Source: an optimization exercise on an open RTL-to-GDS flow (aim: small area, a short achievable clock period and few clock cycles). Production flows keep margins and buffers that such runs may drop.
Only simulation tests tie the RTL to the original design; equivalence was not proved.
Power figures rest on the tool's default switching activity, not on a simulated workload.

==> flow/design.v <==
module srs_pivr (
    input  wire        clk,
    input  wire        rst,           
    input  wire        req_valid,
    output wire        req_ready,
    input  wire [31:0] req_hdr,
    input  wire [63:0] req_a,
    input  wire [63:0] req_b,
    output reg         rsp_valid,
    output reg  [31:0] rsp_status,
    output reg  [63:0] rsp_res
);
    localparam W    = 16;
    localparam CAP  = 64;
    localparam NSR  = CAP + 1;      
    localparam NLR  = 16;           
    localparam OP_NEW     = 8'h10;
    localparam OP_LEN     = 8'h11;
    localparam OP_ISEMPTY = 8'h12;
    localparam OP_GET     = 8'h13;
    localparam OP_SET     = 8'h14;
    localparam OP_GETBIT  = 8'h15;
    localparam OP_SETBIT  = 8'h16;
    localparam OP_ITER    = 8'h20;
    localparam OP_ITNEXT  = 8'h21;
    localparam OP_ITPREV  = 8'h22;
    localparam OP_ITSKIP  = 8'h23;
    localparam OP_BUILD   = 8'h30;
    localparam OP_RANK    = 8'h31;
    localparam C_OK       = 8'h00;
    localparam C_WIDTH    = 8'h01;
    localparam C_SIZE     = 8'h02;
    localparam C_ADDR     = 8'h03;
    localparam C_CAP      = 8'h04;
    localparam C_INDEX    = 8'h10;
    localparam C_VALUE    = 8'h11;
    localparam C_ILLEGAL  = 8'h20;
    localparam C_NOTCONS  = 8'h21;
    localparam C_OPRANGE  = 8'h22;
    localparam C_HALTED   = 8'h23;
    localparam S_IDLE  = 2'd0;
    localparam S_EXEC  = 2'd1;
    localparam S_SCAN  = 2'd2;
    localparam S_SENT  = 2'd3;
    reg [1:0]  state;
    reg [31:0] hdr;
    reg [63:0] opa;
    reg [63:0] opb;
    reg        halt;
    reg [7:0]  hcause;
    reg        pv_valid;
    reg [4:0]  pv_k;
    reg [63:0] pv_n;
    reg [6:0]  pv_nw;
    reg [W-1:0] pv_words [0:CAP-1];
    reg        it_valid;
    reg [63:0] it_front;
    reg [63:0] it_back;
    reg        ri_valid;
    reg [2:0]  ri_spl;              
    reg [3:0]  ri_lw;               
    reg [2:0]  ri_sw;               
    reg [9:0]  ri_lr [0:NLR-1];
    reg [6:0]  ri_sr [0:NSR-1];
    reg [6:0]  b_w;                 
    reg [2:0]  b_cnt;               
    reg [3:0]  b_li;                
    reg [10:0] b_cur;
    reg [10:0] b_last;
    assign req_ready = (state == S_IDLE) && !rst;
    wire [7:0]  op      = hdr[7:0];
    wire        rsv_bad = |hdr[31:8];
    function [3:0] clog2_11;
        input [10:0] x;
        integer j;
        begin
            clog2_11 = 4'd0;
            for (j = 0; j < 11; j = j + 1)
                if ((11'd1 << j) < x)
                    clog2_11 = j[3:0] + 4'd1;
        end
    endfunction
    function [4:0] popcount16;
        input [15:0] x;
        integer j;
        begin
            popcount16 = 5'd0;
            for (j = 0; j < 16; j = j + 1)
                popcount16 = popcount16 + {4'd0, x[j]};
        end
    endfunction
    wire [16:0] kmask = (17'd1 << pv_k) - 17'd1;
    reg  [63:0] el_idx;
    always @(*) begin
        case (op)
            OP_ITNEXT: el_idx = it_front;
            OP_ITPREV: el_idx = it_back - 64'd1;
            default:   el_idx = opa;
        endcase
    end
    wire [9:0]  el_bit  = el_idx[9:0] * {5'd0, pv_k};
    wire [5:0]  el_wi   = el_bit[9:4];
    wire [3:0]  el_bo   = el_bit[3:0];
    wire [6:0]  el_wi1  = {1'b0, el_wi} + 7'd1;
    wire [15:0] el_w0   = pv_words[el_wi];
    wire [15:0] el_w1   = el_wi1[6] ? 16'd0 : pv_words[el_wi1[5:0]];
    wire [31:0] el_pair = {el_w0, el_w1};
    wire [5:0]  el_sh   = 6'd32 - {2'd0, el_bo} - {1'b0, pv_k};
    wire [31:0] el_msk  = {15'd0, kmask} << el_sh;
    wire [31:0] el_ext  = el_pair >> el_sh;
    wire [15:0] el_val  = el_ext[15:0] & kmask[15:0];
    wire [31:0] el_new  = (el_pair & ~el_msk) | (({16'd0, opb[15:0]} & {15'd0, kmask}) << el_sh);
    wire        idx_ok  = el_idx < pv_n;
    wire        val_ok  = (opb >> pv_k) == 64'd0;
    wire [5:0]  fb_wi   = opa[9:4];
    wire [3:0]  fb_bo   = opa[3:0];
    wire [15:0] fb_word = pv_words[fb_wi];
    wire        fb_bit  = fb_word[4'd15 - fb_bo];
    wire [15:0] fb_sel  = 16'h8000 >> fb_bo;
    wire [15:0] fb_word_new = opb[0] ? (fb_word | fb_sel) : (fb_word & ~fb_sel);
    wire [68:0] nk_prod = opa[4:0] * opb;    
    wire [65:0] nk_nw   = {1'b0, nk_prod[68:4]} + {65'd0, |nk_prod[3:0]};
    wire        nk_wide = opa > 64'd16;
    wire        nk_size = |nk_prod[68:64];
    wire        nk_addr = nk_nw > 66'd65535;
    wire        nk_cap  = nk_nw > 66'd64;
    wire [10:0] bl_n    = pv_n[10:0] * {6'd0, pv_k};    
    wire [3:0]  bl_lgn  = clog2_11(bl_n);
    wire [6:0]  bl_bf   = bl_lgn * bl_lgn;
    wire [6:0]  bl_bf15 = bl_bf + 7'd15;
    wire [2:0]  bl_spl0 = bl_bf15[6:4];
    wire [2:0]  bl_spl  = (bl_spl0 == 3'd0) ? 3'd1 : bl_spl0;
    wire [6:0]  bl_lbs  = {bl_spl, 4'd0};
    wire [3:0]  bl_sw   = clog2_11({4'd0, bl_lbs});
    wire        sc_bound = (b_cnt == 3'd0);
    wire [10:0] sc_lbase = sc_bound ? b_cur : b_last;
    wire [10:0] sc_small = b_cur - sc_lbase;
    wire [4:0]  sc_pop   = popcount16(pv_words[b_w[5:0]]);
    wire        sc_lovf  = sc_bound && ((b_cur >> ri_lw) != 11'd0);
    wire        sc_sovf  = (sc_small >> ri_sw) != 11'd0;
    wire [10:0] st_small = b_cur - b_last;
    wire        st_lovf  = (b_cur >> ri_lw) != 11'd0;
    wire        st_sovf  = (st_small >> ri_sw) != 11'd0;
    wire [5:0]  rk_word = opa[9:4];
    wire [3:0]  rk_bo   = opa[3:0];
    wire [5:0]  rk_lb   = rk_word / {3'd0, ri_spl};
    wire [15:0] rk_src  = pv_words[rk_word];
    wire [4:0]  rk_in   = popcount16(rk_src >> (4'd15 - rk_bo));
    wire [63:0] rk_sum  = {54'd0, ri_lr[rk_lb[3:0]]} + {57'd0, ri_sr[{1'b0, rk_word}]} + {59'd0, rk_in};
    wire [64:0] sk_sum  = {1'b0, it_front} + {1'b0, opa};
    wire [63:0] sk_new  = (sk_sum > {1'b0, it_back}) ? it_back : sk_sum[63:0];
    integer i;
    task respond;
        input [7:0]  code;
        input        some;
        input [63:0] res;
        input        new_halt;
        input [7:0]  new_hcause;
        begin
            rsp_valid  <= 1'b1;
            rsp_status <= {8'd0, new_hcause, 6'd0, new_halt, some, code};
            rsp_res    <= some ? res : 64'd0;
        end
    endtask
    task fault;
        input [7:0] code;
        begin
            halt   <= 1'b1;
            hcause <= code;
            respond(code, 1'b0, 64'd0, 1'b1, code);
        end
    endtask
    always @(posedge clk) begin
        if (rst) begin
            state     <= S_IDLE;
            rsp_valid <= 1'b0;
            halt      <= 1'b0;
            hcause    <= 8'd0;
            pv_valid  <= 1'b0;
            it_valid  <= 1'b0;
            ri_valid  <= 1'b0;
        end else begin
            rsp_valid <= 1'b0;
            case (state)
            S_IDLE: begin
                if (req_valid) begin
                    hdr   <= req_hdr;
                    opa   <= req_a;
                    opb   <= req_b;
                    state <= S_EXEC;
                end
            end
            S_EXEC: begin
                state <= S_IDLE;
                if (halt) begin
                    respond(C_HALTED, 1'b0, 64'd0, halt, hcause);
                end else if (rsv_bad) begin
                    respond(C_ILLEGAL, 1'b0, 64'd0, halt, hcause);
                end else begin
                    case (op)
                    OP_NEW: begin
                        if (nk_wide)
                            respond(C_WIDTH, 1'b0, 64'd0, halt, hcause);
                        else if (nk_size)
                            respond(C_SIZE, 1'b0, 64'd0, halt, hcause);
                        else if (nk_addr)
                            respond(C_ADDR, 1'b0, 64'd0, halt, hcause);
                        else if (nk_cap)
                            respond(C_CAP, 1'b0, 64'd0, halt, hcause);
                        else begin
                            pv_valid <= 1'b1;
                            pv_k     <= opa[4:0];
                            pv_n     <= opb;
                            pv_nw    <= nk_nw[6:0];
                            for (i = 0; i < CAP; i = i + 1)
                                pv_words[i] <= 16'd0;
                            it_valid <= 1'b0;
                            ri_valid <= 1'b0;
                            respond(C_OK, 1'b0, 64'd0, halt, hcause);
                        end
                    end
                    OP_LEN: begin
                        if (!pv_valid)
                            respond(C_NOTCONS, 1'b0, 64'd0, halt, hcause);
                        else
                            respond(C_OK, 1'b1, pv_n, halt, hcause);
                    end
                    OP_ISEMPTY: begin
                        if (!pv_valid)
                            respond(C_NOTCONS, 1'b0, 64'd0, halt, hcause);
                        else
                            respond(C_OK, 1'b1, {63'd0, pv_n == 64'd0}, halt, hcause);
                    end
                    OP_GET: begin
                        if (!pv_valid)
                            respond(C_NOTCONS, 1'b0, 64'd0, halt, hcause);
                        else if (!idx_ok)
                            fault(C_INDEX);
                        else
                            respond(C_OK, 1'b1, {48'd0, el_val}, halt, hcause);
                    end
                    OP_SET: begin
                        if (!pv_valid)
                            respond(C_NOTCONS, 1'b0, 64'd0, halt, hcause);
                        else if (!idx_ok)
                            fault(C_INDEX);
                        else if (!val_ok)
                            fault(C_VALUE);
                        else begin
                            if (pv_k != 5'd0) begin
                                pv_words[el_wi] <= el_new[31:16];
                                if (!el_wi1[6])
                                    pv_words[el_wi1[5:0]] <= el_new[15:0];
                            end
                            respond(C_OK, 1'b0, 64'd0, halt, hcause);
                        end
                    end
                    OP_GETBIT: begin
                        if (!pv_valid)
                            respond(C_NOTCONS, 1'b0, 64'd0, halt, hcause);
                        else
                            respond(C_OK, 1'b1, {63'd0, fb_bit}, halt, hcause);
                    end
                    OP_SETBIT: begin
                        if (opb > 64'd1)
                            respond(C_OPRANGE, 1'b0, 64'd0, halt, hcause);
                        else if (!pv_valid)
                            respond(C_NOTCONS, 1'b0, 64'd0, halt, hcause);
                        else begin
                            pv_words[fb_wi] <= fb_word_new;
                            respond(C_OK, 1'b0, 64'd0, halt, hcause);
                        end
                    end
                    OP_ITER: begin
                        if (!pv_valid)
                            respond(C_NOTCONS, 1'b0, 64'd0, halt, hcause);
                        else begin
                            it_valid <= 1'b1;
                            it_front <= 64'd0;
                            it_back  <= pv_n;
                            respond(C_OK, 1'b0, 64'd0, halt, hcause);
                        end
                    end
                    OP_ITNEXT: begin
                        if (!it_valid)
                            respond(C_NOTCONS, 1'b0, 64'd0, halt, hcause);
                        else if (it_front == it_back)
                            respond(C_OK, 1'b0, 64'd0, halt, hcause);
                        else begin
                            it_front <= it_front + 64'd1;
                            respond(C_OK, 1'b1, {48'd0, el_val}, halt, hcause);
                        end
                    end
                    OP_ITPREV: begin
                        if (!it_valid)
                            respond(C_NOTCONS, 1'b0, 64'd0, halt, hcause);
                        else if (it_front == it_back)
                            respond(C_OK, 1'b0, 64'd0, halt, hcause);
                        else begin
                            it_back <= it_back - 64'd1;
                            respond(C_OK, 1'b1, {48'd0, el_val}, halt, hcause);
                        end
                    end
                    OP_ITSKIP: begin
                        if (!it_valid)
                            respond(C_NOTCONS, 1'b0, 64'd0, halt, hcause);
                        else begin
                            it_front <= sk_new;
                            respond(C_OK, 1'b0, 64'd0, halt, hcause);
                        end
                    end
                    OP_BUILD: begin
                        if (opa != 64'd1)
                            respond(C_OPRANGE, 1'b0, 64'd0, halt, hcause);
                        else if (!pv_valid)
                            respond(C_NOTCONS, 1'b0, 64'd0, halt, hcause);
                        else begin
                            ri_valid <= 1'b0;
                            ri_spl   <= bl_spl;
                            ri_lw    <= bl_lgn;
                            ri_sw    <= bl_sw[2:0];
                            b_w      <= 7'd0;
                            b_cnt    <= 3'd0;
                            b_li     <= 4'd0;
                            b_cur    <= 11'd0;
                            b_last   <= 11'd0;
                            state    <= (pv_nw == 7'd0) ? S_SENT : S_SCAN;
                        end
                    end
                    OP_RANK: begin
                        if (!ri_valid)
                            respond(C_NOTCONS, 1'b0, 64'd0, halt, hcause);
                        else
                            respond(C_OK, 1'b1, rk_sum, halt, hcause);
                    end
                    default:
                        respond(C_ILLEGAL, 1'b0, 64'd0, halt, hcause);
                    endcase
                end
            end
            S_SCAN: begin
                if (sc_lovf || sc_sovf) begin
                    fault(C_VALUE);
                    state <= S_IDLE;
                end else begin
                    if (sc_bound) begin
                        ri_lr[b_li] <= b_cur[9:0];
                        b_li        <= b_li + 4'd1;
                        b_last      <= b_cur;
                    end
                    ri_sr[b_w] <= sc_small[6:0];
                    b_cur      <= b_cur + {6'd0, sc_pop};
                    b_cnt      <= (b_cnt + 3'd1 == ri_spl) ? 3'd0 : b_cnt + 3'd1;
                    b_w        <= b_w + 7'd1;
                    if (b_w + 7'd1 == pv_nw)
                        state <= S_SENT;
                end
            end
            S_SENT: begin
                state <= S_IDLE;
                if (st_lovf || st_sovf) begin
                    fault(C_VALUE);
                end else begin
                    ri_lr[b_li] <= b_cur[9:0];
                    ri_sr[b_w]  <= st_small[6:0];
                    ri_valid    <= 1'b1;
                    respond(C_OK, 1'b0, 64'd0, halt, hcause);
                end
            end
            endcase
        end
    end
endmodule
==> flow/run.sh <==
#!/bin/bash
# synth_recipe.tcl (not shown) runs the flow's synth.tcl, then flattens the netlist and writes it again
# the make line also repeats each setting of config.mk as NAME=value (left out here)
make -C /OpenROAD-flow-scripts/flow DESIGN_CONFIG=/design/flow/config.mk WORK_HOME=/design/flow/orfs CLKGATE_MAP_FILE= SYNTH_SCRIPT=/design/flow/synth_recipe.tcl finish
==> flow/config.mk <==
export PLATFORM = sky130hd
export DESIGN_NAME = srs_pivr
export DESIGN_NICKNAME = srs_pivr
export VERILOG_FILES = /design/flow/design.v
export SDC_FILE = /design/flow/constraint.sdc
export NUM_CORES = 4
export LEC_CHECK = 0
export CAP_MARGIN = 20
export CORE_MARGIN = 2
export CORE_UTILIZATION = 20
export GPL_ROUTABILITY_DRIVEN = 1
export PLACE_DENSITY = 0.3
export SLEW_MARGIN = 20
==> flow/constraint.sdc <==
create_clock -name core_clock -period 16.0 [get_ports {clk}]
set_input_delay 3.2000 -clock core_clock [delete_from_list [all_inputs] [get_ports {clk}]]
set_output_delay 3.2000 -clock core_clock [all_outputs]
set_load 0.01 [all_outputs]
==> results.py <==
metrics = {
    "run_status": {
        "status": "no timing/DRC/antenna violations",
    },
    "global_route": {
        "grt_pass1_vias": 130818,
        "grt_use_met2": 0.3518,
        "use_met3": 0.05052,
        "grt_busiest_layer": "met2",
        "grt_max_degree": 100,
        "grt_overflow": 0,
        "use_met1": 0.3153,
        "track_usage": 0.2309,
        "grt_first_pass_wirelength_um": 1246000,
        "antenna_found_initial": 109,
    },
    "setup_path": {
        "slowest_delay_ps": 640,
        "critical_path_arrival_ps": 14890,
        "end_kind": "register",
        "cp-start-kind": "register",
        "required_ps": 16720,
        "cp_slowest_cell": "a21oi_1",
        "worst-setup-path-type": "register to register",
        "cp_max_fo": 52,
    },
    "placement": {
        "hpwl_um": 643800,
        "port_buffers": 237,
        "place_congestion": 0.9035,
    },
    "synth": {
        "yosysSeqAreaShare": 0.4143,
        "synth_edf_count": 2115,
        "synth.distinct_cells": 107,
        "async_reset_ff_frac": 0,
        "synth_seq_cells": 2136,
        "netlist_area_um2": 154300,
        "syn_avg_cell_area_um2": 11.03,
        "synth_warnings": 1,
        "synth_ff_type": "edfxtp_1",
        "netlist_instances": 13994,
    },
    "power": {
        "ir_worst_vdd_mv": 0.2460,
        "leakage_nw": 60.95,
        "pwr_density_cell_nw_per_um2": 141.8,
    },
    "route": {
        "routed_wirelength_um": 934900,
        "num_vias": 134895,
        "detail-route-antenna-nets": 0,
        "viasPerCell": 5.558,
        "dr.pass1.iters": 8,
        "drc": 0,
        "drt-initial-drc-count": 18001,
        "wl_per_cell_um": 38.52,
    },
    "die": {
        "boundaryPins": 261,
        "start_util": 0.2007,
        "core-area_um2": 768700,
        "die_w_um": 882.4,
        "die_y_um": 882.4,
        "num_rows": 322,
        "dieArea_um2": 778500,
    },
    "timing": {
        "rsz0062_at_grt": "false",
        "finalCritPeriodShare": 0.8856,
        "tightestPinTransition_ps": 1278,
        "setup_viol": 0,
        "slew_viol_final": 0,
        "clock.fmax_mhz": 70.57,
        "period_minus_slack_ps": 14170,
        "slew_headroom": 0.1478,
        "fin_skew_ps": 120.2,
        "tns_ps": 0,
        "finalHoldViolCount": 0,
    },
    "clocking": {
        "cts_buffer_depth": 4,
        "clk_pin_slew_ps": 60,
        "cts.hold.buffers_added": 0,
        "clkSinkCount": 2136,
        "clk-insertion-delay-late_ps": 1080,
        "post_cts_resized": 0,
        "numCtsBuffers": 300,
        "htree_levels": 5,
        "post_cts_buffers": 0,
        "cts_tree": "yes",
        "cts_root_buf": "clkbuf_16",
    },
    "layout": {
        "final_cell_mix": "edfxtp_1, nand2_1, o22ai_1",
        "fin_util": 0.2345,
        "area_growth_pct": 16.82,
        "n_fill_cell": 81895,
        "final_common_cell": "edfxtp_1",
        "finalNetCount": 14622,
        "layout-drive-gt1-share": 0.1622,
    },
    "run": {
        "cap_viol_max_count": 0,
    },
    "worst_hold_path": {
        "hold_class": "register to register",
    },
}
==> critical path, delay by kind of cell, from the launching register on <==
kind / cells / cell delay (ps)
AND/OR/NAND/NOR: 11 / 2090
XOR/XNOR: 1 / 90
AO/OA/AOI/OAI: 23 / 4290
flip-flops: 1 / 450
adder cells (fa/ha/maj): 13 / 4940
multiplexers: 2 / 620
buffers and inverters: 6 / 1430
==> state kept, by name, indices dropped and copies added (netlist names), 5 cells and up, named ones only <==
name	flops
pv_nw	7
opa	64
pv_k	5
ri_lr	160
rsp_status	9
it_back	64
b_last	11
pv_words	1024
ri_sr	448
hdr	32
b_cur	11
it_front	64
pv_n	64
opb	64
rsp_res	64
b_w	7
==> power by group <==
part	internal, mW	total, mW	switching [mW]
logic	3.02	12.4	9.40
registers	6.10	6.17	0.0626
clock network	3.98	6.98	3.00
==> through the flow <==
stage / instance area (µm²) / hold WS, ps / power (mW) / instances / setup slack (ps)
floorplan: 154400 / 424.4 / 12.01 / 14016 / 2840
global placement: 170200 / 453.7 / 18.22 / 23692 / 1453
detailed placement: 170300 / 452.6 / 18.15 / 23697 / 1874
CTS: 180100 / 463.9 / 25.21 / 24231 / 1803
global route: 180200 / 503.5 / 26.02 / 24237 / 847.6
finish: 180200 / 465.1 / 25.56 / 24269 / 1830
==> layout make-up <==
type	count	area, µm²	share of cell area
diodes	37	92.59	0.0005137
clock buffers	344	7715	0.04280
clock inverters	190	2102	0.01166
inverters	442	1674	0.009288
multi-input cells	10140	85030	0.4717
flip-flops and latches	2136	63970	0.3549
well taps	10206	12770	0.07084
repair buffers	774	6900	0.03828
==> path summary, 6_finish.rpt <==
kind              from           to  slack [ps]  depth (start not counted)
min reg2reg  hcause[4]    hcause[4]         470                          2
max reg2reg  ri_spl[0]  rsp_res[10]        1830                         56
min          hcause[4]    hcause[4]         470                          2
max          ri_spl[0]  rsp_res[10]        1830                         56
==> cells by family after synthesis <==
logic type | synth area share
and+or+nand+nor | 0.1164
DFF | 0.4143
muxes | 0.1671
buffers and inverters | 0.04357
xor gates and xnor gates | 0.02157
adders and majority gates | 0.06623
other | 0.00004867
AOI/OAI and AO/OA | 0.1707
==> layer usage <==
metal  part of all wire  up-vias
met5            0.00033        -
met4              0.051       44
met3              0.080     1696
met2               0.43     7205
met1               0.43    71043
li1                   -    54907
==> cell usage after synthesis, types with 238 or more instances <==
cell	count	area (µm²)
nand2_1	1310	4917
ha_1	412	5155
fa_1	253	5065
and2_1	238	1489
mux2i_1	360	3603
o22ai_1	1232	7707
inv_1	436	1637
nor3_1	312	1562
nor2_1	899	3374
a21oi_1	490	2452
xnor2_1	271	2374
edfxtp_1	2115	63510
a22o_1	266	2330
o21ai_0	404	2022
clkbuf_1	994	3731
mux4_2	941	21190
nand3_1	330	1652
Testbench counts, summed over its fixed seeds: cycles 56,759.

==> afterwards: timing with drivers on the ports <==
No port has a modelled driver above. Below, the same layout with a new extraction and two added sets of constraints.
Step 1 sets driving cells, clkbuf_16 on the clock port and buf_2 on the other inputs (assumed; they add their load-dependent delay and slew).
Step 2 adds t to the input delays and takes it off the output delays; t is the mean of the earliest and latest rising clock arrival at the registers after step 1. Input paths then give back, and output paths get back, about the clock's delay inside the block.
Three values: ideal ports, drivers, drivers and shift; two values: the first two.
t (ns): 1.157
setup slack, ns: 1.830 / 1.830 / 1.830
clock arrival spread, ns: 0.121 / 0.121
pins driven straight from the clock port: 1
After both steps setup and hold are still met in this run. For this run, drivers alone change the setup slack by 0.000 ns; drivers and shift together by 0.000 ns.
